Source: an optimization exercise on an open RTL-to-GDS flow (aim: small area, a short achievable clock period and few clock cycles). Production flows keep margins and buffers that such runs may drop.
No functional check of the RTL was part of any run shown here.
No activity file was given, so power comes from the tool's default toggle rates.

$ cat flow/standard.sh
#!/bin/bash
# synth_recipe.tcl (not shown) runs the flow's synth.tcl, then flattens the netlist and writes it again
# the make line also repeats each setting of config.mk as NAME=value (left out here)
make -C /OpenROAD-flow-scripts/flow DESIGN_CONFIG=/design/flow/config.mk WORK_HOME=/design/flow/orfs CLKGATE_MAP_FILE= SYNTH_SCRIPT=/design/flow/synth_recipe.tcl "${@:-finish}"
$ cat flow/config.mk
export PLATFORM = sky130hd
export DESIGN_NAME = ppe_codec
export DESIGN_NICKNAME = ppe_codec
export VERILOG_FILES = /design/flow/design.v
export SDC_FILE = /design/flow/constraint.sdc
export NUM_CORES = 4
export LEC_CHECK = 0
export CAP_MARGIN = 20
export CORE_MARGIN = 2
export CORE_UTILIZATION = 40
export SLEW_MARGIN = 20
$ cat flow/design.v
module ppe_codec (
    input  wire        clk,
    input  wire        rst,
    input  wire        cmd_valid,
    output wire        cmd_ready,
    input  wire [3:0]  cmd_op,
    input  wire [7:0]  cmd_seqaddr,
    input  wire [7:0]  cmd_cmd,
    input  wire [10:0] cmd_len,
    input  wire        in_valid,
    output wire        in_ready,
    input  wire [7:0]  in_data,
    output wire        out_valid,
    input  wire        out_ready,
    output wire [7:0]  out_data,
    output wire        res_valid,
    input  wire        res_ready,
    output wire [3:0]  res_err,
    output wire [15:0] res_crc,
    output wire [7:0]  res_start,
    output wire [7:0]  res_seqaddr,
    output wire [7:0]  res_flen
);
    localparam [3:0] ERR_NONE      = 4'h0;
    localparam [3:0] ERR_TRUNCATED = 4'h5;
    localparam [3:0] ERR_CHECKSUM  = 4'h6;
    localparam [3:0] ERR_TOO_LARGE = 4'h8;
    localparam [3:0] ERR_ILLEGAL   = 4'hF;
    localparam [3:0] S_IDLE  = 4'd0,
                     S_CIN   = 4'd1,    
                     S_CLO   = 4'd2,    
                     S_CHI   = 4'd3,    
                     S_EH0   = 4'd4,    
                     S_EH1   = 4'd5,    
                     S_EH2   = 4'd6,    
                     S_EH3   = 4'd7,    
                     S_EDATA = 4'd8,    
                     S_D0    = 4'd9,    
                     S_D1    = 4'd10,   
                     S_D2    = 4'd11,   
                     S_PAY   = 4'd12,   
                     S_CK0   = 4'd13,   
                     S_CK1   = 4'd14,   
                     S_SKIP  = 4'd15;   
    reg [3:0]  state;
    reg [10:0] rem;        
    reg        lst;        
    reg [7:0]  pcnt;       
    reg        plst;       
    reg        nneg;       
    reg        nbig;       
    reg [15:0] crc;
    reg [7:0]  start_b;
    reg [7:0]  seqaddr;    
    reg [7:0]  flen;       
    reg        mlo;        
    reg        tcrc;       
    reg [3:0]  werr;       
    reg        fp;         
    reg        rv;
    reg [3:0]  err;
    assign res_valid   = rv;
    assign res_err     = err;
    assign res_crc     = crc;
    assign res_start   = start_b;
    assign res_seqaddr = seqaddr;
    assign res_flen    = flen;
    function [10:0] dec11(input [10:0] x);    
        integer k;
        reg     z;
        begin
            z = 1'b1;
            for (k = 0; k < 11; k = k + 1) begin
                dec11[k] = x[k] ^ z;
                z = z & ~x[k];
            end
        end
    endfunction
    function [7:0] dec8(input [7:0] x);       
        integer k;
        reg     z;
        begin
            z = 1'b1;
            for (k = 0; k < 8; k = k + 1) begin
                dec8[k] = x[k] ^ z;
                z = z & ~x[k];
            end
        end
    endfunction
    function [7:0] inc8(input [7:0] x);       
        integer k;
        reg     c;
        begin
            c = 1'b1;
            for (k = 0; k < 8; k = k + 1) begin
                inc8[k] = x[k] ^ c;
                c = c & x[k];
            end
        end
    endfunction
    function lt8(input [7:0] a, input [7:0] b);    
        integer k;
        reg     r;
        begin
            r = 1'b0;
            for (k = 0; k < 8; k = k + 1)
                r = (~a[k] & b[k]) | (~(a[k] ^ b[k]) & r);
            lt8 = r;
        end
    endfunction
    wire slot = ~rv | res_ready;
    wire st_pt   = (state == S_EDATA) | (state == S_PAY);
    wire st_in   = (state == S_CIN) | (state == S_D0) | (state == S_D1) | (state == S_D2) |
                   (state == S_CK0) | (state == S_CK1) | (state == S_SKIP);
    wire st_hdr  = (state == S_EH1) | (state == S_EH2) | (state == S_EH3);
    wire st_gen  = (state == S_EH0) | st_hdr | (state == S_CLO) | (state == S_CHI);
    reg [7:0] gbyte;
    always @* begin
        case (state)
            S_EH1:   gbyte = seqaddr;
            S_EH2:   gbyte = flen;
            S_EH3:   gbyte = pcnt;
            S_CLO:   gbyte = crc[7:0];
            S_CHI:   gbyte = crc[15:8];
            default: gbyte = 8'h7F;
        endcase
    end
    assign cmd_ready = slot & ~fp & ((state == S_IDLE) | ((state == S_CHI) & out_ready & ~tcrc));
    assign in_ready  = st_in | (st_pt & out_ready & slot);
    assign out_valid = slot & (st_gen | (st_pt & in_valid));
    assign out_data  = st_pt ? in_data : gbyte;
    wire cmd_fire = cmd_valid & cmd_ready;
    wire in_fire  = in_valid & in_ready;
    wire out_fire = out_valid & out_ready;
    wire [7:0] cbyte = st_hdr ? gbyte : in_data;
    reg  [15:0] crc_next;
    integer     i;
    always @* begin
        crc_next = crc ^ {cbyte, 8'h00};
        for (i = 0; i < 8; i = i + 1)
            crc_next = crc_next[15] ? ((crc_next << 1) ^ 16'h8005) : (crc_next << 1);
    end
    wire trunc = nneg | (~nbig & lt8(pcnt, in_data));
    wire ok    = mlo & (in_data == crc[15:8]);
    wire cmd_zero = (cmd_len == 11'd0);
    wire cmd_big  = (|cmd_len[10:8]) | (&cmd_len[7:0]);
    wire [10:0] rem_m1 = dec11(rem);
    wire [10:0] rem_m4 = {rem[10:2] - 9'd1, rem[1:0]};
    reg [3:0] state_n;
    reg       fin;         
    reg [3:0] fin_err;
    reg       crc_step;
    reg       fin2;        
    always @* begin
        state_n  = state;
        fin      = 1'b0;
        fin_err  = werr;
        crc_step = 1'b0;
        fin2     = 1'b0;
        case (state)
            S_IDLE: if (cmd_fire) begin
                case (cmd_op)
                    4'h1: state_n = cmd_zero ? S_CLO : S_CIN;
                    4'h2: state_n = cmd_big ? S_SKIP : S_EH0;
                    4'h3: if (cmd_zero) begin fin = 1'b1; fin_err = ERR_TRUNCATED; end
                          else state_n = S_D0;
                    default: if (cmd_zero) begin fin = 1'b1; fin_err = ERR_ILLEGAL; end
                             else state_n = S_SKIP;
                endcase
            end
            S_CIN: if (in_fire) begin
                crc_step = 1'b1;
                if (lst) state_n = S_CLO;
            end
            S_CLO: if (out_fire) state_n = S_CHI;
            S_CHI: if (out_fire) begin
                fin = 1'b1; fin_err = ERR_NONE;
                state_n = S_IDLE;
                if (cmd_fire) begin
                    case (cmd_op)
                        4'h1: state_n = cmd_zero ? S_CLO : S_CIN;
                        4'h2: state_n = cmd_big ? S_SKIP : S_EH0;
                        4'h3: begin state_n = cmd_zero ? S_IDLE : S_D0; fin2 = cmd_zero; end
                        default: begin state_n = cmd_zero ? S_IDLE : S_SKIP; fin2 = cmd_zero; end
                    endcase
                end
            end
            S_EH0: if (out_fire) state_n = S_EH1;
            S_EH1: if (out_fire) begin crc_step = 1'b1; state_n = S_EH2; end
            S_EH2: if (out_fire) begin crc_step = 1'b1; state_n = S_EH3; end
            S_EH3: if (out_fire) begin
                crc_step = 1'b1;
                state_n = (rem == 11'd0) ? S_CLO : S_EDATA;
            end
            S_EDATA: if (in_fire) begin
                crc_step = 1'b1;
                if (lst) state_n = S_CLO;
            end
            S_D0: if (in_fire) begin
                if (lst) begin fin = 1'b1; fin_err = ERR_TRUNCATED; state_n = S_IDLE; end
                else state_n = S_D1;
            end
            S_D1: if (in_fire) begin
                crc_step = 1'b1;
                if (lst) begin fin = 1'b1; fin_err = ERR_TRUNCATED; state_n = S_IDLE; end
                else state_n = S_D2;
            end
            S_D2: if (in_fire) begin
                crc_step = 1'b1;
                if (lst) begin fin = 1'b1; fin_err = ERR_TRUNCATED; state_n = S_IDLE; end
                else if (trunc) state_n = S_SKIP;
                else if (in_data == 8'd0) state_n = S_CK0;
                else state_n = S_PAY;
            end
            S_PAY: if (in_fire) begin
                crc_step = 1'b1;
                if (plst) state_n = S_CK0;
            end
            S_CK0: if (in_fire) state_n = S_CK1;
            S_CK1: if (in_fire) begin
                if (lst) begin fin = 1'b1; fin_err = ok ? ERR_NONE : ERR_CHECKSUM; state_n = S_IDLE; end
                else state_n = S_SKIP;
            end
            S_SKIP: if (in_fire & lst) begin fin = 1'b1; state_n = S_IDLE; end
            default: ;
        endcase
    end
    wire raise = (fin | fp) & slot;
    always @(posedge clk) begin
        if (rst) begin
            state <= S_IDLE;
            rv    <= 1'b0;
            fp    <= 1'b0;
        end else begin
            state <= state_n;
            rv    <= raise | (rv & ~res_ready);
            fp    <= fin2 | ((fin | fp) & ~slot);
        end
    end
    always @(posedge clk) begin
        if (raise) err <= fin ? fin_err : werr;
        if (fin & ~cmd_fire) werr <= fin_err;
        if (crc_step) crc <= crc_next;
        else if (cmd_fire) crc <= 16'hFFFF;
        if (cmd_fire) begin
            rem  <= cmd_len;
            lst  <= (cmd_len == 11'd1);
            tcrc <= (cmd_op == 4'h1);
            werr <= (cmd_op == 4'h2) ? ERR_TOO_LARGE :
                    (cmd_op == 4'h3) ? ERR_TRUNCATED : ERR_ILLEGAL;
            if (cmd_op == 4'h2) begin
                seqaddr <= cmd_seqaddr;
                pcnt    <= cmd_cmd;
                flen    <= inc8(cmd_len[7:0]);
            end
        end else if (in_fire) begin
            rem <= rem_m1;
            lst <= (rem == 11'd2);
        end
        if (in_fire) begin
            case (state)
                S_D0: start_b <= in_data;
                S_D1: begin
                    seqaddr <= in_data;
                    pcnt    <= rem_m4[7:0];
                    nneg    <= rem_m4[10];
                    nbig    <= ~rem_m4[10] & (|rem_m4[9:8]);
                end
                S_D2: begin
                    flen <= in_data;
                    pcnt <= in_data;
                    plst <= (in_data == 8'd1);
                    if (trunc) werr <= ERR_TRUNCATED;
                end
                S_PAY: begin
                    pcnt <= dec8(pcnt);
                    plst <= (pcnt == 8'd2);
                end
                S_CK0: mlo <= (in_data == crc[7:0]);
                S_CK1: werr <= ok ? ERR_NONE : ERR_CHECKSUM;
                default: ;
            endcase
        end
    end
endmodule
$ cat flow/constraint.sdc
create_clock -name core_clock -period 4.5 [get_ports {clk}]
set_input_delay 0.9000 -clock core_clock [delete_from_list [all_inputs] [get_ports {clk}]]
set_output_delay 0.9000 -clock core_clock [all_outputs]
set_load 0.01 [all_outputs]
$ cat flow/flow/run.sh
#!/bin/bash
# Standard layout, but the port buffers are plain buf_2 cells instead of the
# resizer's default pick (a 0.5 ns delay buffer).
set -euo pipefail
export BUFFER_PORTS_ARGS="-buffer_cell sky130_fd_sc_hd__buf_2"
bash standard.sh > standard_flow.log 2>&1
==> key figures, run 1 <==
Outcome
  – Status: finished clean

Clock tree
  – Worst skew pair latency: 0.35 ns
  – Post-CTS Hold Fix Bufs: 0
  – Clock Tree Buf Depth: 2
  – CTS resizes: 0
  – Post-CTS setup buffers: 0
  – Clk slew on worst S/H paths: 0.07 ns
  – Clock root cell: clkbuf_16
  – CTS H-tree depth: 3
  – Clock sink count: 79
  – CTS buffer count: 9
  – CTS tree: yes

Global route
  – GRT Residual Overflow: 0
  – GRT Total Usage: 25.18%
  – Global-route wire length before repair: 28.69 mm
  – Initial antenna violation count: 0
  – Vias in the first global route: 5055
  – Largest net degree at the start of global routing: 37

Power
  – Tot Pwr: 4.253 mW
  – Flop pwr share: 32.8%
  – Max VDD drop: 0.2820 mV
  – P_sw: 1.864 mW
  – Sw Ratio: 43.82%
  – Total leakage power: 2.662 nW
  – Internal: 2.390 mW
  – Power Dens Cells: 641.1 nW/um2
  – Clock Power Share: 17.5%
  – Comb pwr share: 49.7%

Place
  – GP Congestion: 0.9051
  – Number of port buffers: 100
  – Dpl cell area: 6345 um2
  – Post-DP HPWL: 14.28 mm

Detailed routing
  – Pre-antenna DRT Iters: 5
  – DR iter-0 viols: 421
  – Routed WL: 18.72 mm
  – DRC errors left: 0
  – Routed vias: 5347
  – WL met3: 1.141 mm
  – Avg WL per Cell: 20.21 um
  – Vias/cell: 5.774
  – Max Used Layer: met4
  – Final ANT Viol Nets: 0
  – Met1 Routed Length: 8.681 mm
  – Detail Route met2 WL: 8.494 mm

Yosys
  – Synthesis Warnings: 1
  – FFs w/ async S/R, synth: 0%
  – Synthesized flop and latch total: 79
  – Mapped Nets: 741
  – Synth unique cells: 73
  – Ys flop type: edfxtp_1
  – Syn avg cell area: 8.690 um2
  – Netlist Area Pre-Place: 5753 um2
  – Top-area cell type share of the netlist area: 23.49%
  – Synth area leader: edfxtp_1
  – EDFF count, synth: 45
  – Syn Inst Count: 662
  – Post-synthesis sequential area ratio: 35.32%
  – Area contributors post-synth: edfxtp_1, dfxtp_1, ha_1, xnor2_1, mux2i_1

Timing
  – Setup Skew: 0.009872 ns
  – Setup TNS: 0 ns
  – Unrepaired setup endpoints after global routing: no
  – Max_slew headroom: 33.29%
  – Slew @ Worst Pin: 1.001 ns
  – Tmin final: 3.555 ns
  – Final Setup Violations: 0
  – Fmax: 0.2813 GHz
  – Ratio of final minimum period to clock period: 79.01%
  – Final Hold Fails: 0
  – Pins Over Slew Limit: 0

Worst hold path
  – HP Class: reg2reg

Floorplan
  – Core area: 13990 um2
  – Cell row count: 43
  – I/O Pins: 101
  – Die span in x: 123.9 um
  – Starting Density: 41.13%
  – Die Ht: 123.9 um
  – Die ar.: 15360 um2

Critical path
  – Critical path peak fanout: 17
  – Critical path required time: 4.60 ns
  – CP dominant cell by count: xnor2_1
  – CP Data Arrival Time: 3.65 ns
  – Crit path cell chain: inv_1 > nor4_1 > o32ai_1 > xor2_1 > xnor2_1 > xnor3_2 > xnor2_1 > mux2_1
  – Slowest cell on the critical path: dfxtp_1
  – Crit Path Class: reg2reg
  – Crit path max-delay family: XOR/XNOR gates
  – Number of buffers and inverters on the critical path: 1
  – Worst Setup Start Kind: flip-flop
  – Worst Setup End Kind: flip-flop
  – Slowest cell delay on critical path: 0.75 ns

Layout
  – Layout cells sized above 1: 19.71%
  – # diodes: 0
  – Fillers: 1415
  – Finished Cell Area: 6634 um2
  – Nets@finish: 820
  – Area delta synth->final: 15.31%

Run
  – MaxCap Viol Count: 0
## Yosys cell counts, types with 5 or more instances
master     n
inv_1     25
o21ai_0   44
o221ai_1   6
o21a_1     7
buf_2      8
and2_1     7
nor3_1    10
nor2_1    65
nor4_1     5
nand2_1   69
a31oi_1    5
ha_1      34
nand2b_1   8
xnor2_1   38
xor2_1     5
mux2i_1   30
clkbuf_1  26
buf_4      5
dfxtp_1   34
a21oi_1   52
edfxtp_1  45
nor2b_1   11
o22ai_1   10
nand4_1    9
nand3_1   13
mux2_2     7
## path summary, 6_finish.rpt
kind	from	end	slack, ns	depth (start not counted)
worst min register to register	werr[3]$_DFF_P_	err[3]$_DFFE_PP_	0.55	1
worst max-delay path	state[1]$_SDFFE_PP0P_	crc[0]$_SDFFCE_PN1P_	0.94	8
worst max register to register	state[1]$_SDFFE_PP0P_	crc[0]$_SDFFCE_PN1P_	0.94	8
worst min-delay path	werr[3]$_DFF_P_	err[3]$_DFFE_PP_	0.55	1
## area by class of cell
class | count | area, um2 | share of cell area [%]
timing repair buffer | 112 | 590.6 | 8.902
sequential | 79 | 2032 | 30.63
tap | 180 | 225.2 | 3.395
multi-input combinational | 512 | 3396 | 51.19
inverter | 27 | 101.3 | 1.528
clock buffer | 10 | 229.0 | 3.452
clock inverter | 6 | 60.06 | 0.9053
## sequential cells by signal, indices dropped and copies added (netlist names), 4 cells and up
signal   cells
seqaddr      8
rem         11
werr         4
start_b      8
state        4
err          4
crc         16
pcnt         8
flen         8
## power groups by stage
stage	Clock, mW	Sequential [mW]	Combinational (mW)
after floorplan	0	1.28	1.54
after global placement	0	1.40	2.04
after detailed placement	0	1.40	2.09
after CTS	0.748	1.39	2.10
after global routing	0.778	1.42	2.35
final	0.744	1.40	2.11
## through the flow
step / hold slack, ns / util, % / setup slack, ns / cells
3_3_place_gp: 0.5397 / 45.36 / 1.107 / 910
3_5_place_dp: 0.5396 / 45.36 / 1.022 / 910
6_report: 0.5494 / 47.42 / 0.9446 / 926
5_1_grt: 0.5910 / 47.42 / 0.7117 / 926
2_1_floorplan: 0.5132 / - / 1.276 / 662
4_1_cts: 0.5549 / 47.42 / 0.9891 / 926
## layer usage
metal	track usage (%)	up-vias
li1	-	2543
met1	34.98	2581
met2	39.80	199
met3	3.846	24
met4	9.129	0
met5	0	-
## cell families (layout without fill, tap and decap cells)
family | Yosys count | in the layout | share of synthesized area (%)
muxes | 40 | 40 | 7.177
xor gates and xnor gates | 46 | 46 | 7.742
AOI/OAI and AO/OA | 170 | 170 | 18.44
buffers and inverters | 71 | 155 | 5.655
and+or+nand+nor | 222 | 222 | 18.27
adders and majority gates | 34 | 34 | 7.395
DFF | 79 | 79 | 35.32
## worst register-to-register path: cells and delay by family, from the launching register on
family | cells | cell delay [ns]
AO/OA/AOI/OAI | 1 | 0.15
XOR/XNOR | 4 | 1.22
buffers and inverters | 1 | 0.45
flip-flops | 1 | 0.75
multiplexers | 1 | 0.36
AND/OR/NAND/NOR | 1 | 0.38
## layout by cell type, fill, tap and decap left out, types with 4 or more instances in the layout
master	instances
a211oi_1	4
a21oi_1	52
a31oi_1	5
and2_1	7
buf_2	100
buf_4	12
clkbuf_16	9
dfxtp_1	34
edfxtp_1	45
ha_1	34
inv_1	25
mux2_2	7
mux2i_1	30
nand2_1	69
nand2b_1	8
nand3_1	13
nand4_1	9
nor2_1	65
nor2b_1	11
nor3_1	10
nor4_1	5
o21a_1	7
o21ai_0	44
o21bai_1	4
o221ai_1	6
o22a_1	4
o22ai_1	10
or2_2	4
xnor2_1	38
xor2_1	5
==> run 2, diff against run 1 <==
--- a/flow/config.mk
+++ b/flow/config.mk
@@ -8,4 +8,5 @@
 export CAP_MARGIN = 20
 export CORE_MARGIN = 2
 export CORE_UTILIZATION = 40
+export SETUP_SLACK_MARGIN = 2.2
 export SLEW_MARGIN = 20
==> run 2 against run 1 <==
Against the previous run: fmax up 28%; first-iteration DRC count up 25%; total power up 27%; clock skew about the same; synthesized cell count unchanged; utilization up 12 points; non-clock buffer count up 66; largest power group unchanged.
==> key figures, run 2 <==
Timing
  – Setup Skew: 0.01012 ns (+0.0002441 ns)
  – Setup TNS: 0 ns (unchanged)
  – Worst setup margin: 1.719 ns (+0.7748 ns)
  – Final Setup Violations: 0 (unchanged)
  – Slew @ Worst Pin: 0.7654 ns (-0.2353 ns)
  – Unrepaired setup endpoints after global routing: yes
  – Tmin final: 2.781 ns (-0.7748 ns)
  – Pins Over Slew Limit: 0 (unchanged)
  – Fin Hold WS: 0.5451 ns (-0.004371 ns)
  – Max_slew headroom: 48.79% (+15 points)
  – Fmax: 0.3596 GHz (+28%)
  – Final Hold Fails: 0 (unchanged)
  – Ratio of final minimum period to clock period: 61.79% (-17 points)

Power
  – Flop pwr share: 25.8% (-7.0 points)
  – Max VDD drop: 0.3157 mV (+12%)
  – Internal: 3.132 mW (+31%)
  – Total leakage power: 3.279 nW (+23%)
  – Clock Power Share: 14.6% (-2.9 points)
  – Comb pwr share: 59.5% (+9.8 points)
  – Sw Ratio: 42.21% (-1.6 points)
  – Power Dens Cells: 654.0 nW/um2 (+2.0%)
  – P_sw: 2.287 mW (+23%)

Yosys
  – Synthesis Warnings: 1 (unchanged)
  – Mapped Nets: 741 (unchanged)
  – Netlist Area Pre-Place: 5753 um2 (unchanged)
  – Synth area leader: edfxtp_1
  – Post-synthesis sequential area ratio: 35.32% (unchanged)
  – Most common cell in the synthesized netlist: nand2_1
  – Top-area cell type share of the netlist area: 23.49% (unchanged)
  – Syn avg cell area: 8.690 um2 (unchanged)
  – Synth unique cells: 73 (unchanged)
  – FFs w/ async S/R, synth: 0% (unchanged)
  – Synth cell count leaders: nand2_1, nor2_1, a21oi_1
  – EDFF count, synth: 45 (unchanged)
  – Ys flop type: edfxtp_1
  – Synthesized flop and latch total: 79 (unchanged)
  – Syn Inst Count: 662 (unchanged)
  – Area contributors post-synth: edfxtp_1, dfxtp_1, ha_1, xnor2_1, mux2i_1

Layout
  – Nets@finish: 887 (+8.2%)
  – Fillers: 1243 (-12%)
  – # diodes: 0 (unchanged)
  – Layout cells sized above 1: 40.71% (+21 points)
  – Most common cell after layout, fill and taps aside: buf_2
  – Area delta synth->final: 44.02%
  – Largest registers: crc x16, rem x11
  – Max FFs per register: 16 (unchanged)
  – Largest Register: crc
  – Final Util: 59.23% (+12 points)
  – Most frequent cells in the layout: buf_2, nand2_1, nor2_1

Critical path
  – Register-to-register setup slack: 1.72 ns (+0.77 ns)
  – Critical path peak fanout: 7 (-10)
  – Crit path cell chain: buf_8 > nor2b_4 > a222oi_1 > a21oi_2 > a21oi_2 > xnor2_2 > xnor3_2 > xnor2_2 > mux2_1
  – Crit path max-delay family: XOR/XNOR gates
  – FF-to-FF End: crc[0]$_SDFFCE_PN1P_
  – Critical path required time: 4.61 ns (about the same)
  – Reg2reg path depth: 9 (+1)
  – Slowest cell on the critical path: a222oi_1
  – Number of buffers and inverters on the critical path: 1 (unchanged)
  – Worst Setup End Kind: flip-flop
  – Worst Setup Start Kind: flip-flop
  – Worst path depth: 9 (+1)
  – Crit Path Class: reg2reg
  – CP Data Arrival Time: 2.89 ns (-0.76 ns)
  – Critical R2R Launch: state[2]$_SDFFE_PP0P_
  – Slowest cell delay on critical path: 0.43 ns (-0.32 ns)

Clock tree
  – Clk slew on worst S/H paths: 0.06 ns (about the same)
  – CTS buffer count: 9 (unchanged)
  – Worst skew pair latency: 0.36 ns (about the same)
  – CTS H-tree depth: 3 (unchanged)
  – Clock sink count: 79 (unchanged)
  – Post-CTS Hold Fix Bufs: 0 (unchanged)
  – Clock Tree Buf Depth: 2 (unchanged)
  – CTS tree: yes
  – Clock root cell: clkbuf_16

Detailed routing
  – Vias/cell: 5.905 (+2.3%)
  – Routed WL: 21.72 mm (+16%)
  – DRC errors left: 0 (unchanged)
  – DR iter-0 viols: 527 (+25%)
  – Avg WL per Cell: 21.87 um (+8.2%)
  – Pre-antenna DRT Iters: 5 (unchanged)
  – Routed vias: 5864 (+9.7%)
  – Final ANT Viol Nets: 0 (unchanged)

Worst hold path
  – Worst Hold Path Cells: 2 (+1)
  – Endpoint, Worst Hold: rv$_SDFF_PP0_
  – Min-delay src: rv$_SDFF_PP0_
  – HP Class: reg2reg

Floorplan
  – I/O Pins: 101 (unchanged)
  – Core area: 13990 um2 (unchanged)
  – Die ar.: 15360 um2 (unchanged)
  – Starting Density: 41.13% (unchanged)
  – Cell row count: 43 (unchanged)
  – Die Ht: 123.9 um (unchanged)
  – Die span in x: 123.9 um (unchanged)

Outcome
  – Status: finished clean

Global route
  – GRT Total Usage: 28.83% (+3.6 points)
  – Initial antenna violation count: 0 (unchanged)
  – GRT Residual Overflow: 0 (unchanged)
  – Vias in the first global route: 5591 (+11%)
  – Global-route wire length before repair: 32.50 mm (+13%)
  – Largest net degree at the start of global routing: 22 (-41%)

Run
  – MaxCap Viol Count: 0 (unchanged)

Place
  – Post-DP HPWL: 14.75 mm (+3.3%)
  – GP Congestion: 0.9230 (+2.0%)
  – Number of port buffers: 100 (unchanged)
  – Setup WS pre-CTS: 1.133 ns (+0.1115 ns)
run 2: cell counts after synthesis:
Identical to the previous run, type by type.
run 2: worst max-delay path by stage:
stage                                      from              endpoint  slack [ns]
final                     state[2]$_SDFFE_PP0P_  crc[0]$_SDFFCE_PN1P_        1.72
after global routing      state[2]$_SDFFE_PP0P_  crc[0]$_SDFFCE_PN1P_        1.66
after CTS                 state[2]$_SDFFE_PP0P_           out_data[3]        1.76
after detailed placement  state[0]$_SDFFE_PP0P_  crc[0]$_SDFFCE_PN1P_        1.13
after global placement    state[0]$_SDFFE_PP0P_  crc[0]$_SDFFCE_PN1P_        1.27
after floorplan                      in_data[7]  crc[0]$_SDFFCE_PN1P_        1.68
run 2: tightest hold or removal path, stage by stage, from the launching register on:
cell and delay, ns:
dfxtp_1 0.33, nand2b_4 0.10, a21oi_1 0.06
run 2: timing repair:
| action | in CTS | in global routing |
|---|---|---|
| resized for setup | 121 | 46 |
| gates cloned | 4 | 2 |
| pin swaps | 39 | 27 |
| setup endpoints to repair | 107 | 77 |
| buffers inserted | 49 | 17 |
| hold endpoints to repair | 0 | 0 |
run 2: layout make-up:
type	instances	area [um2]	area share [%]
clock buffers	15	320.3	3.866
clock inverters	1	5.005	0.06040
repair buffers	178	1393	16.81
flip-flops and latches	79	2047	24.71
inverters	27	116.4	1.404
well taps	180	225.2	2.718
multi-input cells	513	4179	50.44
run 2: kinds of logic (layout without fill, tap and decap cells):
group,after synthesis,in the layout,share of synthesized area [%]
multiplexers,40,40,7.177
XOR/XNOR,46,46,7.742
flip-flops,79,79,35.32
adder cells (fa/ha/maj),34,34,7.395
buffers and inverters,71,221,5.655
AND/OR/NAND/NOR,222,223,18.27
AO/OA/AOI/OAI,170,170,18.44
run 2: per-stage QoR:
| step | cells | power [mW] | area [um2] |
|---|---|---|---|
| 2_1_floorplan | 662 | 2.976 | 6108 |
| 3_3_place_gp | 905 | 3.569 | 6563 |
| 3_5_place_dp | 905 | 3.604 | 6563 |
| 4_1_cts | 974 | 5.107 | 7889 |
| 5_1_grt | 993 | 5.715 | 8285 |
| 6_report | 993 | 5.419 | 8285 |
run 2: power by group through the flow:
stage | registers, mW | clock network (mW) | logic (mW)
after floorplan | 1.28 | 0 | 1.69
after global routing | 1.42 | 0.826 | 3.47
after global placement | 1.42 | 0 | 2.15
after CTS | 1.38 | 0.799 | 2.92
final | 1.40 | 0.794 | 3.23
after detailed placement | 1.41 | 0 | 2.19
run 2: layer usage:
layer	routed length (um)	GRT usage, %	part of all wire (%)
met1	9646	39.48	44
met2	9867	45.81	45
met3	1560	4.853	7.2
met4	645	10.60	3.0
met5	0	0	0
==> run 3, diff against run 2 <==
--- a/flow/design.v
+++ b/flow/design.v
@@ -132,14 +132,17 @@
     wire cmd_fire = cmd_valid & cmd_ready;
     wire in_fire  = in_valid & in_ready;
     wire out_fire = out_valid & out_ready;
-    wire [7:0] cbyte = st_hdr ? gbyte : in_data;
-    reg  [15:0] crc_next;
-    integer     i;
-    always @* begin
-        crc_next = crc ^ {cbyte, 8'h00};
-        for (i = 0; i < 8; i = i + 1)
-            crc_next = crc_next[15] ? ((crc_next << 1) ^ 16'h8005) : (crc_next << 1);
-    end
+    wire [7:0]  cbyte = st_hdr ? gbyte : in_data;
+    wire [7:0]  t     = crc[15:8] ^ cbyte;
+    wire        p     = (^crc[15:8]) ^ (^cbyte);
+    wire [15:0] crc_next = {
+        crc[7] ^ p,
+        crc[6:2],
+        crc[1] ^ t[7],
+        crc[0] ^ t[6] ^ t[7],
+        t[5] ^ t[6], t[4] ^ t[5], t[3] ^ t[4], t[2] ^ t[3], t[1] ^ t[2], t[0] ^ t[1],
+        p ^ t[0],
+        p };
     wire trunc = nneg | (~nbig & lt8(pcnt, in_data));
     wire ok    = mlo & (in_data == crc[15:8]);
     wire cmd_zero = (cmd_len == 11'd0);
==> run 3 against run 2 <==
Against the previous run: total power up 1.1%; first-iteration DRC count up 17%; clock skew up 0.0056 ns; still clean.
==> key figures, run 3 <==
Outcome
  – Status: finished clean

Layout
  – Largest Register: crc
  – Final Util: 58.12% (-1.1 points)
  – Largest registers: crc x16, rem x11
  – Fin cells: 1009 (+1.6%)
  – Area delta synth->final: 43.37%
  – Layout cells sized above 1: 41.33% (+0.62 points)
  – Register Area: 2047 um2 (unchanged)
  – # diodes: 0 (unchanged)
  – Max FFs per register: 16 (unchanged)
  – Multi-input gate area: 4268 um2 (+2.1%)
  – Most frequent cells in the layout: buf_2, buf_4, nand2_1
  – Nets@finish: 899 (+1.4%)
  – Fillers: 1222 (-1.7%)
  – Most common cell after layout, fill and taps aside: buf_2
  – Finished Cell Area: 8351 um2 (+0.79%)

Clock tree
  – Clock root cell: clkbuf_16
  – Worst skew pair latency: 0.36 ns (about the same)
  – Post-CTS Hold Fix Bufs: 0 (unchanged)
  – Clk slew on worst S/H paths: 0.07 ns (about the same)
  – Clock sink count: 79 (unchanged)
  – CTS H-tree depth: 3 (unchanged)
  – Clock Tree Buf Depth: 2 (unchanged)
  – CTS buffer count: 9 (unchanged)
  – CTS tree: yes

Yosys
  – Area contributors post-synth: edfxtp_1, dfxtp_1, ha_1, mux2i_1, xnor2_1
  – Synthesized flop and latch total: 79 (unchanged)
  – Synth unique cells: 83 (+14%)
  – Syn Inst Count: 654 (-1.2%)
  – Syn avg cell area: 8.906 um2 (+2.5%)
  – Most common cell in the synthesized netlist: nand2_1
  – EDFF count, synth: 45 (unchanged)
  – Post-synthesis sequential area ratio: 34.89% (-0.43 points)
  – Synth area leader: edfxtp_1
  – Synth cell count leaders: nand2_1, nor2_1, a21oi_1
  – Synthesis Warnings: 1 (unchanged)
  – FFs w/ async S/R, synth: 0% (unchanged)
  – Top-area cell type share of the netlist area: 23.20% (-0.29 points)
  – Netlist Area Pre-Place: 5824 um2 (+1.2%)
  – Ys flop type: edfxtp_1
  – Mapped Nets: 733 (-1.1%)

Critical path
  – Number of buffers and inverters on the critical path: 4 (+3)
  – CP Data Arrival Time: 2.94 ns (+0.05 ns)
  – Reg2reg path depth: 12 (+3)
  – Worst Setup End Kind: flip-flop
  – Crit path cell chain: buf_4 > buf_4 > and2b_2 > buf_6 > buf_4 > a21oi_1 > a31oi_1 > xor2_1 > xnor2_1 > xnor3_2 > xnor3_1 > nand2_1
  – Crit path max-delay family: XOR/XNOR gates
  – Crit Path Class: reg2reg
  – Slowest cell delay on critical path: 0.51 ns (+0.08 ns)
  – Register-to-register setup slack: 1.66 ns (-0.05 ns)
  – Critical path required time: 4.60 ns (about the same)
  – Worst path depth: 12 (+3)
  – Critical path peak fanout: 5 (-2)
  – CP dominant cell by count: buf_4
  – Worst Setup Start Kind: flip-flop
  – Slowest cell on the critical path: xnor3_2

Floorplan
  – Starting Density: 40.53% (-0.59 points)
  – I/O Pins: 101 (unchanged)
  – Die ar.: 15540 um2 (+1.2%)
  – Die span in x: 124.7 um (+0.60%)
  – Core area: 14370 um2 (+2.7%)
  – Cell row count: 44 (+2.3%)
  – Die Ht: 124.7 um (+0.60%)

Place
  – Dpl cell area: 6564 um2 (about the same)
  – Number of port buffers: 100 (unchanged)
  – Setup WS pre-CTS: 1.133 ns (+0.0002900 ns)
  – GP Congestion: 0.9309 (+0.86%)
  – Placed Instances: 901 (-0.44%)
  – Post-DP HPWL: 14.43 mm (-2.2%)

Run
  – MaxCap Viol Count: 0 (unchanged)

Timing
  – Max_slew headroom: 47.47% (-1.3 points)
  – Slew @ Worst Pin: 0.7850 ns (+0.01966 ns)
  – Final Setup Violations: 0 (unchanged)
  – Pins Over Slew Limit: 0 (unchanged)
  – Tmin final: 2.835 ns (+0.05475 ns)
  – Unrepaired setup endpoints after global routing: yes
  – Fmax: 0.3527 GHz (-1.9%)
  – Setup TNS: 0 ns (unchanged)
  – Worst setup margin: 1.665 ns (-0.05475 ns)
  – Ratio of final minimum period to clock period: 63.01% (+1.2 points)
  – Setup Skew: 0.01575 ns (+0.005632 ns)
  – Final Hold Fails: 0 (unchanged)

Global route
  – Global-route wire length before repair: 33.89 mm (+4.3%)
  – Largest net degree at the start of global routing: 19 (-14%)
  – GRT Total Usage: 28.54% (-0.28 points)
  – Initial antenna violation count: 0 (unchanged)
  – Vias in the first global route: 5870 (+5.0%)
  – GRT Residual Overflow: 0 (unchanged)

Detailed routing
  – Routed WL: 22.73 mm (+4.6%)
  – Vias/cell: 6.005 (+1.7%)
  – Final ANT Viol Nets: 0 (unchanged)
  – DRC errors left: 0 (unchanged)
  – Routed vias: 6059 (+3.3%)
  – Pre-antenna DRT Iters: 5 (unchanged)
  – Avg WL per Cell: 22.52 um (+3.0%)
  – DR iter-0 viols: 615 (+17%)

Power
  – Power Dens Cells: 656.0 nW/um2 (+0.30%)
  – Total leakage power: 3.409 nW (+4.0%)
  – Max VDD drop: 0.2759 mV (-13%)

Worst hold path
  – HP Class: reg2reg
  – Worst Hold Path Cells: 2 (unchanged)
run 3: cell count changes after synthesis, sizes merged, moves of 6 or more:
cell	previous run	this run
nor3	11	17
xor2	5	13
nor2	66	59
xnor2	38	31
nand2	70	63
a22oi	3	11
run 3: metrics by stage:
stage                     hold slack [ns]  total power, mW
after global placement             0.5096            3.591
after CTS                          0.5480            5.126
final                              0.5403            5.478
after detailed placement           0.5209            3.639
after global routing               0.5910            5.748
after floorplan                    0.4873            2.981
run 3: cell families after synthesis:
logic type	Yosys count	synth area share (%)
flops	79	34.89
xor+xnor	46	7.669
buf+inv	73	5.757
mux	34	5.972
fa+ha+maj	34	7.304
simple gates	219	19.16
compound gates	169	19.25
run 3: routing by layer:
| layer | GRT usage (%) | vias up | wire length, um |
|---|---|---|---|
| met5 | 0 | - | 0 |
| met2 | 45.52 | 308 | 10690 |
| met1 | 35.65 | 2959 | 9048 |
| met4 | 16.39 | 0 | 1129 |
| met3 | 6.229 | 80 | 1863 |
| li1 | - | 2712 | - |
run 3: tightest hold or removal path, stage by stage (launching register included):
cell and delay, ns:
dfxtp_1 0.33, a31oi_1 0.08, nor2b_1 0.09
run 3: cell type report:
cell class	instances	area share, %
clock buffers	11	2.787
clock inverters	5	0.4046
inverters	30	1.708
multi-input cells	508	51.11
flip-flops and latches	79	24.51
well taps	184	2.757
repair buffers	192	16.72
run 3: report_power, final:
part	internal [mW]	switching [mW]	leakage, nW
combinational	1.58	1.74	2.61
clock	0.375	0.325	0.128
sequential	1.12	0.340	0.670
total	3.07	2.40	3.41
run 3: worst paths after layout:
path                                             from                    end
worst max-delay path            state[2]$_SDFFE_PP0P_  crc[15]$_SDFFCE_PN1P_
worst min register to register        werr[3]$_DFF_P_        werr[3]$_DFF_P_
worst min-delay path                  werr[3]$_DFF_P_        werr[3]$_DFF_P_
worst max register to register  state[2]$_SDFFE_PP0P_  crc[15]$_SDFFCE_PN1P_
run 3: timing repair:
item                                    CTS  global route
endpoints found under the setup margin  113            91
pin swaps                                52            29
gates cloned                              8             0
resized for setup                       135            45
buffers inserted                         64            20
==> run 4, diff against run 3 <==
--- a/flow/config.mk
+++ b/flow/config.mk
@@ -8,5 +8,8 @@
 export CAP_MARGIN = 20
 export CORE_MARGIN = 2
 export CORE_UTILIZATION = 40
-export SETUP_SLACK_MARGIN = 2.2
+export CTS_BUF_LIST = sky130_fd_sc_hd__clkbuf_8
+export CTS_CLUSTER_DIAMETER = 100
+export CTS_CLUSTER_SIZE = 40
+export SETUP_SLACK_MARGIN = 1.6
 export SLEW_MARGIN = 20
==> run 4 against run 3 <==
Against the previous run: sequential power is essentially flat; still clean; utilization shrank 10 points; register-to-register slack lost 0.03 ns; first-iteration DRC count shrank 15%; clock skew shrank 0.0027 ns; critical path depth shrank 4; die area is the same; worst setup slack lost 0.028 ns.
==> key figures, run 4 <==
Worst hold path
  – HP Class: reg2reg

Timing
  – Unrepaired setup endpoints after global routing: yes
  – Setup Skew: 0.01309 ns (-0.002663 ns)
  – Ratio of final minimum period to clock period: 63.63% (+0.62 points)
  – Pins Over Slew Limit: 0 (unchanged)
  – Tmin final: 2.863 ns (+0.02805 ns)
  – Setup TNS: 0 ns (unchanged)
  – Max_slew headroom: 44.63% (-2.8 points)
  – Final Hold Fails: 0 (unchanged)
  – Final Setup Violations: 0 (unchanged)
  – Fmax: 0.3492 GHz (-0.98%)
  – Slew @ Worst Pin: 0.8242 ns (+0.03917 ns)

Detailed routing
  – Avg WL per Cell: 21.26 um (-5.6%)
  – DRC errors left: 0 (unchanged)
  – Vias/cell: 5.916 (-1.5%)
  – Final ANT Viol Nets: 0 (unchanged)
  – Routed vias: 5597 (-7.6%)
  – Pre-antenna DRT Iters: 5 (unchanged)
  – DR iter-0 viols: 520 (-15%)
  – Routed WL: 20.11 mm (-11%)

Layout
  – Register Area: 2047 um2 (unchanged)
  – Final Util: 47.69% (-10 points)
  – Largest registers: crc x16, rem x11
  – Finished Cell Area: 6853 um2 (-18%)
  – Max FFs per register: 16 (unchanged)
  – Multi-input gate area: 3502 um2 (-18%)
  – Area delta synth->final: 17.66%
  – Most frequent cells in the layout: buf_2, nand2_1, nor2_1
  – Fin cells: 946 (-6.2%)
  – Layout cells sized above 1: 25.33% (-16 points)
  – Fillers: 1424 (+17%)
  – Most common cell after layout, fill and taps aside: buf_2
  – Nets@finish: 836 (-7.0%)
  – Largest Register: crc
  – # diodes: 0 (unchanged)

Yosys
  – Area contributors post-synth: edfxtp_1, dfxtp_1, ha_1, mux2i_1, xnor2_1
  – Fraction of the mapped netlist area in simple logic gates: 19.16% (unchanged)
  – Ys flop type: edfxtp_1
  – Syn Inst Count: 654 (unchanged)
  – Post-Synth XOR/XNOR Area: 7.669% (unchanged)
  – Top-area cell type share of the netlist area: 23.20% (unchanged)
  – Syn avg cell area: 8.906 um2 (unchanged)
  – Synthesized flop and latch total: 79 (unchanged)
  – Mux share of post-synthesis cell area: 5.972% (unchanged)
  – Post-synthesis sequential area ratio: 34.89% (unchanged)
  – Main combinational cell family by area after synthesis: compound AO/OA/AOI/OAI gates
  – EDFF count, synth: 45 (unchanged)
  – Adder-Cell Fraction of Synth Area: 7.304% (unchanged)
  – Synthesis Warnings: 1 (unchanged)
  – Synth unique cells: 83 (unchanged)
  – Most common cell in the synthesized netlist: nand2_1
  – Synth area leader: edfxtp_1
  – Netlist Area Pre-Place: 5824 um2 (unchanged)
  – Synth cell count leaders: nand2_1, nor2_1, a21oi_1
  – FFs w/ async S/R, synth: 0% (unchanged)
  – Synth Area in Compound Gates: 19.25% (unchanged)
  – Mapped Nets: 733 (unchanged)

Critical path
  – Crit Path Class: reg2reg
  – CP Data Arrival Time: 2.99 ns (+0.05 ns)
  – Worst Setup End Kind: flip-flop
  – Worst Setup Start Kind: flip-flop
  – Critical path required time: 4.63 ns (+0.03 ns)
  – Critical path peak fanout: 25 (+20)

Global route
  – Initial antenna violation count: 0 (unchanged)
  – Vias in the first global route: 5371 (-8.5%)
  – GRT Residual Overflow: 0 (unchanged)
  – Largest net degree at the start of global routing: 36 (+17)
  – GRT Total Usage: 24.91% (-3.6 points)
  – Global-route wire length before repair: 30.10 mm (-11%)

Floorplan
  – Die ar.: 15540 um2 (unchanged)
  – Cell row count: 44 (unchanged)
  – Die span in x: 124.7 um (unchanged)
  – Die Ht: 124.7 um (unchanged)
  – Core area: 14370 um2 (unchanged)
  – Starting Density: 40.53% (unchanged)
  – I/O Pins: 101 (unchanged)

Clock tree
  – CTS tree: yes
  – Clock sink count: 79 (unchanged)
  – CTS buffer count: 9 (unchanged)
  – CTS H-tree depth: 3 (unchanged)
  – Clock Tree Buf Depth: 2 (unchanged)
  – Clock root cell: clkbuf_8
  – Clk slew on worst S/H paths: 0.08 ns (about the same)
  – Worst skew pair latency: 0.38 ns (+0.02 ns)

Run
  – MaxCap Viol Count: 0 (unchanged)

Power
  – Max VDD drop: 0.2502 mV (-9.3%)
  – Total leakage power: 2.927 nW (-14%)
  – Power Dens Cells: 629.5 nW/um2 (-4.0%)

Place
  – Post-DP HPWL: 14.44 mm (about the same)
  – Dpl cell area: 6385 um2 (-2.7%)
  – GP Congestion: 0.9605 (+3.2%)
  – Number of port buffers: 100 (unchanged)
  – Placed Instances: 902 (+0.11%)

Outcome
  – Status: finished clean
-- run 4: cell counts after synthesis --
Identical to the previous run, type by type.
-- run 4: critical path: stages (launching register included) --
cell,delay [ns]
dfxtp_4,0.56
nor2b_1,0.40
a221oi_2,0.14
a31oi_1,0.20
xor2_1,0.29
xnor2_1,0.21
xnor3_2,0.52
xnor3_1,0.22
nand2_1,0.06
-- run 4: logic make-up (layout without fill, tap and decap cells) --
| logic type | after synthesis | after routing |
|---|---|---|
| AO/OA/AOI/OAI | 169 | 170 |
| XOR/XNOR | 46 | 46 |
| adder cells (fa/ha/maj) | 34 | 34 |
| buffers and inverters | 73 | 180 |
| flip-flops | 79 | 79 |
| multiplexers | 34 | 34 |
| AND/OR/NAND/NOR | 219 | 219 |
-- run 4: path summary, 6_finish.rpt --
path | depth (start not counted) | startpoint | slack [ns] | end
setup / recovery | 8 | state[0]$_SDFFE_PP0P_ | 1.64 | crc[15]$_SDFFCE_PN1P_
hold reg to reg | 2 | werr[3]$_DFF_P_ | 0.53 | werr[3]$_DFF_P_
hold / removal | 2 | werr[3]$_DFF_P_ | 0.53 | werr[3]$_DFF_P_
setup reg to reg | 8 | state[0]$_SDFFE_PP0P_ | 1.64 | crc[15]$_SDFFCE_PN1P_
-- run 4: report_power, final --
group          switching [mW]  internal (mW)  total (mW)
clock network           0.279          0.209       0.488
logic                    1.33           1.02        2.35
registers               0.352           1.12        1.47
-- run 4: area by class of cell --
cell class / count / share of cell area [%]
clock inverters: 6 / 0.4199
well taps: 184 / 3.360
clock buffers: 10 / 2.008
repair buffers: 134 / 11.54
multi-input cells: 503 / 51.10
inverters: 30 / 1.698
flip-flops and latches: 79 / 29.87
-- run 4: repair_timing --
item / in CTS / in global routing
setup buffers: 16 / 11
hold buffers: 0 / 0
pin swaps: 3 / 10
hold endpoints to repair: 0 / 0
resized for setup: 17 / 6
cloned: 0 / 1
endpoints found under the setup margin: 85 / 38
-- run 4: metrics by stage --
step	hold WS, ns	total power [mW]	setup WS [ns]
after floorplan	0.4873	2.900	1.636
after global placement	0.5099	3.531	1.015
after detailed placement	0.5115	3.564	1.047
after CTS	0.5291	4.182	1.606
after global routing	0.5895	4.597	1.468
final	0.5272	4.314	1.637
-- run 4: metal layers --
| metal | wire length, um | global-route usage, % | up-vias |
|---|---|---|---|
| li1 | - | - | 2576 |
| met1 | 8513 | 32.58 | 2665 |
| met2 | 9194 | 39.47 | 289 |
| met3 | 1586 | 5.155 | 67 |
| met4 | 819 | 11.70 | 0 |
| met5 | 0 | 0 | - |
==> run 5, diff against run 4 <==
--- a/flow/design.v
+++ b/flow/design.v
@@ -55,6 +55,9 @@
     reg [7:0]  flen;       
     reg        mlo;        
     reg        tcrc;       
+    reg        rcrc;       
+    reg        hdr;        
+    reg        first;      
     reg [3:0]  werr;       
     reg        fp;         
     reg        rv;
@@ -117,29 +120,30 @@
     reg [7:0] gbyte;
     always @* begin
         case (state)
-            S_EH1:   gbyte = seqaddr;
-            S_EH2:   gbyte = flen;
-            S_EH3:   gbyte = pcnt;
-            S_CLO:   gbyte = crc[7:0];
+            S_EH1, S_EH2, S_EH3: gbyte = seqaddr;
+            S_CLO:   gbyte = crc[7:0] | {8{first}};
             S_CHI:   gbyte = crc[15:8];
             default: gbyte = 8'h7F;
         endcase
     end
-    assign cmd_ready = slot & ~fp & ((state == S_IDLE) | ((state == S_CHI) & out_ready & ~tcrc));
-    assign in_ready  = st_in | (st_pt & out_ready & slot);
+    wire st_inc  = (state == S_CIN) | (state == S_D1) | (state == S_D2);
+    assign cmd_ready = slot & ~fp & ((state == S_IDLE) | ((state == S_CHI) & out_ready));
+    assign in_ready  = (st_in & ~st_inc) | (st_inc & (~rv | ~rcrc | res_ready)) |
+                       (st_pt & out_ready & slot);
     assign out_valid = slot & (st_gen | (st_pt & in_valid));
     assign out_data  = st_pt ? in_data : gbyte;
     wire cmd_fire = cmd_valid & cmd_ready;
     wire in_fire  = in_valid & in_ready;
     wire out_fire = out_valid & out_ready;
-    wire [7:0]  cbyte = st_hdr ? gbyte : in_data;
-    wire [7:0]  t     = crc[15:8] ^ cbyte;
-    wire        p     = (^crc[15:8]) ^ (^cbyte);
+    wire [7:0]  cbyte = hdr ? seqaddr : in_data;
+    wire [15:0] base  = crc | {16{first}};
+    wire [7:0]  t     = base[15:8] ^ cbyte;
+    wire        p     = (^base[15:8]) ^ (^cbyte);
     wire [15:0] crc_next = {
-        crc[7] ^ p,
-        crc[6:2],
-        crc[1] ^ t[7],
-        crc[0] ^ t[6] ^ t[7],
+        base[7] ^ p,
+        base[6:2],
+        base[1] ^ t[7],
+        base[0] ^ t[6] ^ t[7],
         t[5] ^ t[6], t[4] ^ t[5], t[3] ^ t[4], t[2] ^ t[3], t[1] ^ t[2], t[0] ^ t[1],
         p ^ t[0],
         p };
@@ -232,10 +236,12 @@
     always @(posedge clk) begin
         if (rst) begin
             state <= S_IDLE;
+            hdr   <= 1'b0;
             rv    <= 1'b0;
             fp    <= 1'b0;
         end else begin
             state <= state_n;
+            hdr   <= (state_n == S_EH1) | (state_n == S_EH2) | (state_n == S_EH3);
             rv    <= raise | (rv & ~res_ready);
             fp    <= fin2 | ((fin | fp) & ~slot);
         end
@@ -244,7 +250,14 @@
         if (raise) err <= fin ? fin_err : werr;
         if (fin & ~cmd_fire) werr <= fin_err;
         if (crc_step) crc <= crc_next;
-        else if (cmd_fire) crc <= 16'hFFFF;
+        else if ((state == S_CLO) & first & out_fire) crc <= 16'hFFFF;
+        if (hdr & out_fire) begin
+            seqaddr <= flen;
+            flen    <= pcnt;
+        end
+        if (cmd_fire) first <= 1'b1;
+        else if (crc_step) first <= 1'b0;
+        if (raise) rcrc <= fin ? tcrc : 1'b0;
         if (cmd_fire) begin
             rem  <= cmd_len;
             lst  <= (cmd_len == 11'd1);
==> run 5 against run 4 <==
Against the previous run: still clean; flip-flop and latch count is 3 higher; critical path depth decreased by 3; die area rose by 1.3%; cell count up 4.2%; utilization is 0.98 points higher; fmax is 0.63% lower; cell area rose by 2.8%; critical path type is now reg2out; largest power group unchanged.
==> key figures, run 5 <==
Critical path
  – Crit path max-delay family: simple AND/OR/NAND/NOR gates
  – FF-to-FF End: lst$_DFFE_PP_
  – Slowest cell on the critical path: a2111oi_4
  – Crit path cell chain: buf_12 > or3b_4 > a2111oi_4 > nor2_2 > buf_2
  – Worst Setup Start Kind: flip-flop
  – Critical R2R Launch: state[3]$_SDFF_PP0_
  – Number of buffers and inverters on the critical path: 2 (+2)
  – Worst Setup End Kind: output pin
  – Critical path required time: 3.60 ns (-1.03 ns)
  – Register-to-register setup slack: 1.79 ns (+0.15 ns)
  – Crit Path Class: reg2out
  – Reg2reg path depth: 7 (-1)
  – Critical path peak fanout: 5 (-80%)
  – CP Data Arrival Time: 1.98 ns (-1.01 ns)
  – Slowest cell delay on critical path: 0.47 ns (-0.09 ns)

Worst hold path
  – Min-delay src: pcnt[5]$_DFF_P_
  – Worst Hold Path Cells: 2 (unchanged)
  – Endpoint, Worst Hold: pcnt[5]$_DFF_P_
  – HP Class: reg2reg

Yosys
  – Most common cell in the synthesized netlist: nand2_1
  – Synthesized flop and latch total: 82 (+3.8%)
  – Synth cell count leaders: nand2_1, nor2_1, o21ai_0
  – Netlist Area Pre-Place: 5902 um2 (+1.3%)
  – Ys flop type: edfxtp_1
  – FFs w/ async S/R, synth: 0% (unchanged)
  – Post-synthesis sequential area ratio: 35.62% (+0.73 points)
  – Area contributors post-synth: edfxtp_1, dfxtp_1, ha_1, nand2_1, xnor2_1
  – Syn Inst Count: 702 (+7.3%)
  – Synth area leader: edfxtp_1
  – EDFF count, synth: 46 (+2.2%)
  – Top-area cell type share of the netlist area: 23.40% (+0.20 points)
  – Synthesis Warnings: 1 (unchanged)
  – Synth unique cells: 54 (-35%)
  – Mapped Nets: 781 (+6.5%)
  – Syn avg cell area: 8.407 um2 (-5.6%)

Place
  – Post-DP HPWL: 13.15 mm (-8.9%)
  – GP Congestion: 0.9112 (-5.1%)
  – Number of port buffers: 100 (unchanged)

Timing
  – Fmax: 0.3470 GHz (-0.63%)
  – Setup TNS: 0 ns (unchanged)
  – Setup Skew: 0.01494 ns (+0.001856 ns)
  – Slew @ Worst Pin: 0.8302 ns (+0.005974 ns)
  – Ratio of final minimum period to clock period: 64.03% (+0.40 points)
  – Final Setup Violations: 0 (unchanged)
  – Final Hold Fails: 0 (unchanged)
  – Max_slew headroom: 44.58% (-0.051 points)
  – Unrepaired setup endpoints after global routing: yes
  – Tmin final: 2.882 ns (+0.01810 ns)
  – Pins Over Slew Limit: 0 (unchanged)

Detailed routing
  – DRC errors left: 0 (unchanged)
  – Routed WL: 18.26 mm (-9.2%)
  – Avg WL per Cell: 18.52 um (-13%)
  – DR iter-0 viols: 498 (-4.2%)
  – Final ANT Viol Nets: 0 (unchanged)
  – Routed vias: 5696 (+1.8%)
  – Pre-antenna DRT Iters: 5 (unchanged)
  – Vias/cell: 5.777 (-2.4%)

Global route
  – Global-route wire length before repair: 28.23 mm (-6.2%)
  – Largest net degree at the start of global routing: 43 (+19%)
  – GRT Total Usage: 22.55% (-2.4 points)
  – Vias in the first global route: 5320 (-0.95%)
  – GRT Residual Overflow: 0 (unchanged)
  – Initial antenna violation count: 0 (unchanged)

Layout
  – Most frequent cells in the layout: buf_2, nand2_1, o21ai_0
  – Nets@finish: 876 (+4.8%)
  – Area delta synth->final: 19.40%
  – Layout cells sized above 1: 21.70% (-3.6 points)
  – Largest registers: crc x16, rem x11
  – Most common cell after layout, fill and taps aside: buf_2
  – # diodes: 0 (unchanged)
  – Fillers: 1411 (-0.91%)
  – Largest Register: crc
  – Max FFs per register: 16 (unchanged)

Clock tree
  – Clock sink count: 82 (+3.8%)
  – Clock Tree Buf Depth: 2 (unchanged)
  – Clk slew on worst S/H paths: 0.10 ns (+0.02 ns)
  – CTS H-tree depth: 3 (unchanged)
  – Clock root cell: clkbuf_8
  – Worst skew pair latency: 0.38 ns (about the same)
  – CTS buffer count: 9 (unchanged)
  – CTS tree: yes

Power
  – Total leakage power: 2.885 nW (-1.4%)
  – Max VDD drop: 0.2658 mV (+6.2%)
  – Power Dens Cells: 668.3 nW/um2 (+6.2%)
  – Tot Pwr: 4.710 mW (+9.2%)

Outcome
  – Status: finished clean

Floorplan
  – Die ar.: 15740 um2 (+1.3%)
  – Die span in x: 125.5 um (+0.64%)
  – I/O Pins: 101 (unchanged)
  – Starting Density: 40.76% (+0.23 points)
  – Die Ht: 125.5 um (+0.64%)
  – Core area: 14480 um2 (+0.77%)
  – Cell row count: 44 (unchanged)

Run
  – MaxCap Viol Count: 0 (unchanged)
## run 5: final cells by class
type	instances	area (um2)	share of cell area, %
Tap cell	184	230.2	3.267
Clock buffer	9	123.9	1.758
Multi-Input combinational cell	550	3618	51.35
Inverter	29	112.6	1.598
Clock inverter	7	103.9	1.474
Sequential cell	82	2118	30.06
Timing Repair Buffer	125	739.5	10.49
## run 5: tightest hold or removal path, stage by stage (launching register included)
cell and delay (ns):
dfxtp_1 0.34, mux2i_1 0.12, o21ai_0 0.08
## run 5: power breakdown
group | leakage (nW) | switching, mW | internal (mW)
registers | 0.701 | 0.384 | 1.17
clock network | 0.116 | 0.322 | 0.323
logic | 2.07 | 1.44 | 1.07
## run 5: per-layer routing
layer / routed length (um) / share of wire, % / up-vias / global-route usage, %
met4: 320 / 1.8 / 0 / 7.386
met2: 8860 / 49 / 248 / 36.98
met3: 1194 / 6.5 / 28 / 3.252
li1: - / - / 2695 / -
met5: 0 / 0 / - / 0
met1: 7885 / 43 / 2725 / 30.67
## run 5: worst max path at each step
stage / cells past startpoint / end / from / slack (ns)
final: 5 / in_ready / state[3]$_SDFF_PP0_ / 1.62
after detailed placement: 9 / err[1]$_DFFE_PP_ / res_ready / 1.03
after global placement: 9 / err[1]$_DFFE_PP_ / res_ready / 1.13
after CTS: 5 / in_ready / state[3]$_SDFF_PP0_ / 1.62
after floorplan: 6 / start_b[0]$_DFFE_PP_ / res_ready / 1.67
after global routing: 5 / in_ready / state[3]$_SDFF_PP0_ / 1.52
## run 5: cell families after synthesis
family | after synthesis | synth area share (%)
buffers and inverters | 71 | 4.685
xor gates and xnor gates | 65 | 9.646
and+or+nand+nor | 242 | 18.66
muxes | 28 | 4.770
AOI/OAI and AO/OA | 180 | 19.42
adders and majority gates | 34 | 7.208
DFF | 82 | 35.62
## run 5: what timing repair did
action                     CTS  global route
resized for setup           21            10
setup buffers                5            13
hold buffers                 0             0
gates cloned                 1             2
setup endpoints to repair   72            30
pin swaps                    4             3
## run 5: per-stage QoR
stage / instance area [um2] / cells / setup WS, ns / utilization, % / hold WS (ns)
5_1_grt: 7047 / 986 / 1.524 / 48.67 / 0.6074
4_1_cts: 6858 / 971 / 1.617 / 47.36 / 0.5838
6_report: 7047 / 986 / 1.619 / 48.67 / 0.5810
3_5_place_dp: 6520 / 949 / 1.025 / 45.03 / 0.5600
2_1_floorplan: 5913 / 702 / 1.668 / - / 0.5153
3_3_place_gp: 6520 / 949 / 1.129 / 45.03 / 0.5448
==> run 6, diff against run 5 <==
--- a/flow/config.mk
+++ b/flow/config.mk
@@ -11,5 +11,5 @@
 export CTS_BUF_LIST = sky130_fd_sc_hd__clkbuf_8
 export CTS_CLUSTER_DIAMETER = 100
 export CTS_CLUSTER_SIZE = 40
-export SETUP_SLACK_MARGIN = 1.6
+export SETUP_SLACK_MARGIN = 1.9
 export SLEW_MARGIN = 20
==> run 6 against run 5 <==
Against the previous run: hold slack lost 0.022 ns; critical endpoint is now out_data[1]; area after synthesis did not move; first-iteration DRC count shrank 4.8%; combinational power grew 12%; total power increased by 2.2%; still clean; cell area grew 3.5%; clock skew down 0.0095 ns; via count up 0.97%.
==> key figures, run 6 <==
Outcome
  – Status: finished clean

Layout
  – Area delta synth->final: 23.53%
  – Multi-input gate area: 3876 um2 (+7.1%)
  – Fillers: 1393 (-1.3%)
  – Register Area: 2121 um2 (+0.12%)
  – # diodes: 0 (unchanged)
  – Nets@finish: 891 (+1.7%)
  – Largest Register: crc
  – Most common cell after layout, fill and taps aside: buf_2
  – Most frequent cells in the layout: buf_2, nand2_1, nor2_1
  – Max FFs per register: 16 (unchanged)
  – Largest registers: crc x16, rem x11
  – Layout cells sized above 1: 27.54% (+5.8 points)

Detailed routing
  – Avg WL per Cell: 18.76 um (+1.3%)
  – Pre-antenna DRT Iters: 5 (unchanged)
  – DRC errors left: 0 (unchanged)
  – Final ANT Viol Nets: 0 (unchanged)
  – Routed WL: 18.78 mm (+2.8%)
  – DR iter-0 viols: 474 (-4.8%)
  – Vias/cell: 5.745 (-0.55%)
  – Routed vias: 5751 (+0.97%)

Timing
  – Final Setup Violations: 0 (unchanged)
  – Unrepaired setup endpoints after global routing: yes
  – Fin Hold WS: 0.5587 ns (-0.02229 ns)
  – Slew @ Worst Pin: 0.8563 ns (+0.02608 ns)
  – Final Hold Fails: 0 (unchanged)
  – Worst setup margin: 1.774 ns (+0.1558 ns)
  – Setup TNS: 0 ns (unchanged)
  – Tmin final: 2.726 ns (-0.1558 ns)
  – Pins Over Slew Limit: 0 (unchanged)
  – Fmax: 0.3669 GHz (+5.7%)
  – Ratio of final minimum period to clock period: 60.57% (-3.5 points)
  – Max_slew headroom: 42.84% (-1.7 points)
  – Setup Skew: 0.005401 ns (-0.009541 ns)

Worst hold path
  – HP Class: reg2reg

Clock tree
  – Clk slew on worst S/H paths: 0.08 ns (-0.02 ns)
  – Clock sink count: 82 (unchanged)
  – CTS tree: yes
  – CTS buffer count: 9 (unchanged)
  – Clock root cell: clkbuf_8
  – Post-CTS Hold Fix Bufs: 0 (unchanged)
  – Worst skew pair latency: 0.37 ns (about the same)
  – Clock Tree Buf Depth: 2 (unchanged)
  – CTS H-tree depth: 3 (unchanged)

Yosys
  – Synth cell count leaders: nand2_1, nor2_1, o21ai_0
  – Syn Inst Count: 702 (unchanged)
  – Mapped Nets: 781 (unchanged)
  – Top-area cell type share of the netlist area: 23.40% (unchanged)
  – Area contributors post-synth: edfxtp_1, dfxtp_1, ha_1, nand2_1, xnor2_1
  – Synthesis Warnings: 1 (unchanged)
  – Syn avg cell area: 8.407 um2 (unchanged)
  – Synth area leader: edfxtp_1
  – EDFF count, synth: 46 (unchanged)
  – Synth unique cells: 54 (unchanged)
  – Netlist Area Pre-Place: 5902 um2 (unchanged)
  – Ys flop type: edfxtp_1
  – FFs w/ async S/R, synth: 0% (unchanged)
  – Most common cell in the synthesized netlist: nand2_1
  – Synthesized flop and latch total: 82 (unchanged)
  – Post-synthesis sequential area ratio: 35.62% (unchanged)

Critical path
  – Worst Setup End Kind: output pin
  – CP Data Arrival Time: 1.83 ns (-0.15 ns)
  – Critical path required time: 3.60 ns (about the same)
  – Critical path peak fanout: 7 (+2)
  – Crit Path Class: reg2out
  – Worst Setup Start Kind: flip-flop

Place
  – Setup WS pre-CTS: 1.176 ns (+0.1505 ns)
  – GP Congestion: 0.9172 (+0.66%)
  – Post-DP HPWL: 13.15 mm (about the same)
  – Number of port buffers: 100 (unchanged)

Global route
  – GRT Total Usage: 23.50% (+0.95 points)
  – GRT Residual Overflow: 0 (unchanged)
  – Global-route wire length before repair: 29.62 mm (+4.9%)
  – Vias in the first global route: 5572 (+4.7%)
  – Initial antenna violation count: 0 (unchanged)
  – Largest net degree at the start of global routing: 31 (-28%)

Power
  – Power Dens Cells: 660.5 nW/um2 (-1.2%)
  – Tot Pwr: 4.815 mW (+2.2%)
  – Max VDD drop: 0.2909 mV (+9.4%)
  – Total leakage power: 2.980 nW (+3.3%)

Floorplan
  – Starting Density: 40.76% (unchanged)
  – Die span in x: 125.5 um (unchanged)
  – Core area: 14480 um2 (unchanged)
  – Cell row count: 44 (unchanged)
  – I/O Pins: 101 (unchanged)
  – Die ar.: 15740 um2 (unchanged)
  – Die Ht: 125.5 um (unchanged)

Run
  – MaxCap Viol Count: 0 (unchanged)
==> run 6: changes by cell type in the layout (fill, tap and decap cells not counted), sizes merged <==
cell	previous run	this run
buf	123	137
clkinv	0	6
inv	33	28
bufinv	2	0
clkbuf	11	10
clkinvlp	1	2
nor2	65	66
o21ai	60	61
==> run 6: critical path, stage by stage, from the launching register on <==
cell and delay (ns):
dfxtp_4 0.38, or2_4 0.32, buf_4 0.16, nor2_4 0.14, a21oi_1 0.11, a21oi_2 0.19, buf_2 0.16
==> run 6: through the flow <==
stage	std cells	area [um2]	utilization [%]
2_1_floorplan	702	5961	-
3_3_place_gp	947	6544	45.20
3_5_place_dp	947	6544	45.20
4_1_cts	984	7004	48.38
5_1_grt	1001	7291	50.35
6_report	1001	7291	50.35
==> run 6: cells by family after synthesis <==
logic type	share of synthesized area (%)
adder cells (fa/ha/maj)	7.208
multiplexers	4.770
buffers and inverters	4.685
flip-flops	35.62
XOR/XNOR	9.646
AO/OA/AOI/OAI	19.42
AND/OR/NAND/NOR	18.66
==> run 6: layout make-up <==
cell class	count	share of cell area [%]
clock inverters	7	0.4977
well taps	184	3.158
repair buffers	138	10.85
flip-flops and latches	82	29.09
multi-input cells	552	53.17
clock buffers	9	1.699
inverters	29	1.545
==> run 6: where the power goes <==
group          internal, mW  leakage (nW)  total, mW  switching [mW]
Sequential             1.17         0.701       1.53           0.351
Combinational          1.20          2.19       2.81            1.62
Clock                 0.194        0.0860      0.478           0.285
Total                  2.56          2.98       4.82            2.25
==> run 6: final timing paths <==
path	start	to	slack [ns]	cells past startpoint
min reg2reg	tcrc$_DFFE_PP_	rcrc$_SDFFCE_PP0P_	0.56	2
min	tcrc$_DFFE_PP_	rcrc$_SDFFCE_PP0P_	0.56	2
max reg2reg	state[3]$_SDFF_PP0_	crc[5]$_SDFFCE_PN1P_	1.93	10
max	state[2]$_SDFF_PP0_	out_data[1]	1.77	6
==> run 6: per-layer routing <==
layer  GRT usage [%]  wire length [um]
met1           31.00              7850
met2           39.27              9131
met3           3.509              1311
met4           8.301               485
met5               0                 0
==> run 6: timing repair <==
item | in CTS | in global routing
gates resized for setup | 48 | 39
pin swaps | 12 | 15
cloned | 2 | 1
buffers inserted | 19 | 16
endpoints found under the setup margin | 114 | 80

[port drivers added, routing unchanged]
How much do the figures lean on ideal ports? The routed layouts below were timed once more, with nothing changed but the port constraints. Step 1: set_driving_cell puts a clkbuf_16 on clk and a buf_2 on each other input, an assumption about the parent block. Step 2 adds t to the input delays and takes it off the output delays; t is the mean of the earliest and latest rising clock arrival at the registers after step 1. Input paths then give back, and output paths get back, about the clock's delay inside the block. Three values: no drivers, after step 1, after step 2; two values: the first two.
run	shift t [ns]	slack for setup (ns)	hold slack, ns	worst slew at a driven data input, ns	pins driven straight from the clock port
run 1	0.393	0.945 / 0.944 / 0.944	0.549 / 0.549 / 0.549	0.04	1
run 2	0.395	1.719 / 1.689 / 1.428	0.545 / 0.545 / 0.545	0.05	1
run 3	0.400	1.665 / 1.654 / 1.431	0.540 / 0.540 / 0.540	0.04	1
run 4	0.410	1.637 / 1.600 / 1.280	0.527 / 0.527 / 0.527	0.04	1
run 5	0.413	1.618 / 1.582 / 1.298	0.581 / 0.581 / 0.581	0.03	1
run 6	0.409	1.774 / 1.737 / 1.570	0.559 / 0.559 / 0.559	0.04	1
After both steps setup and hold are still met in every run listed. The setup slack of run 4, which loses most, moves by -0.037 ns with the drivers and by -0.357 ns with both steps.
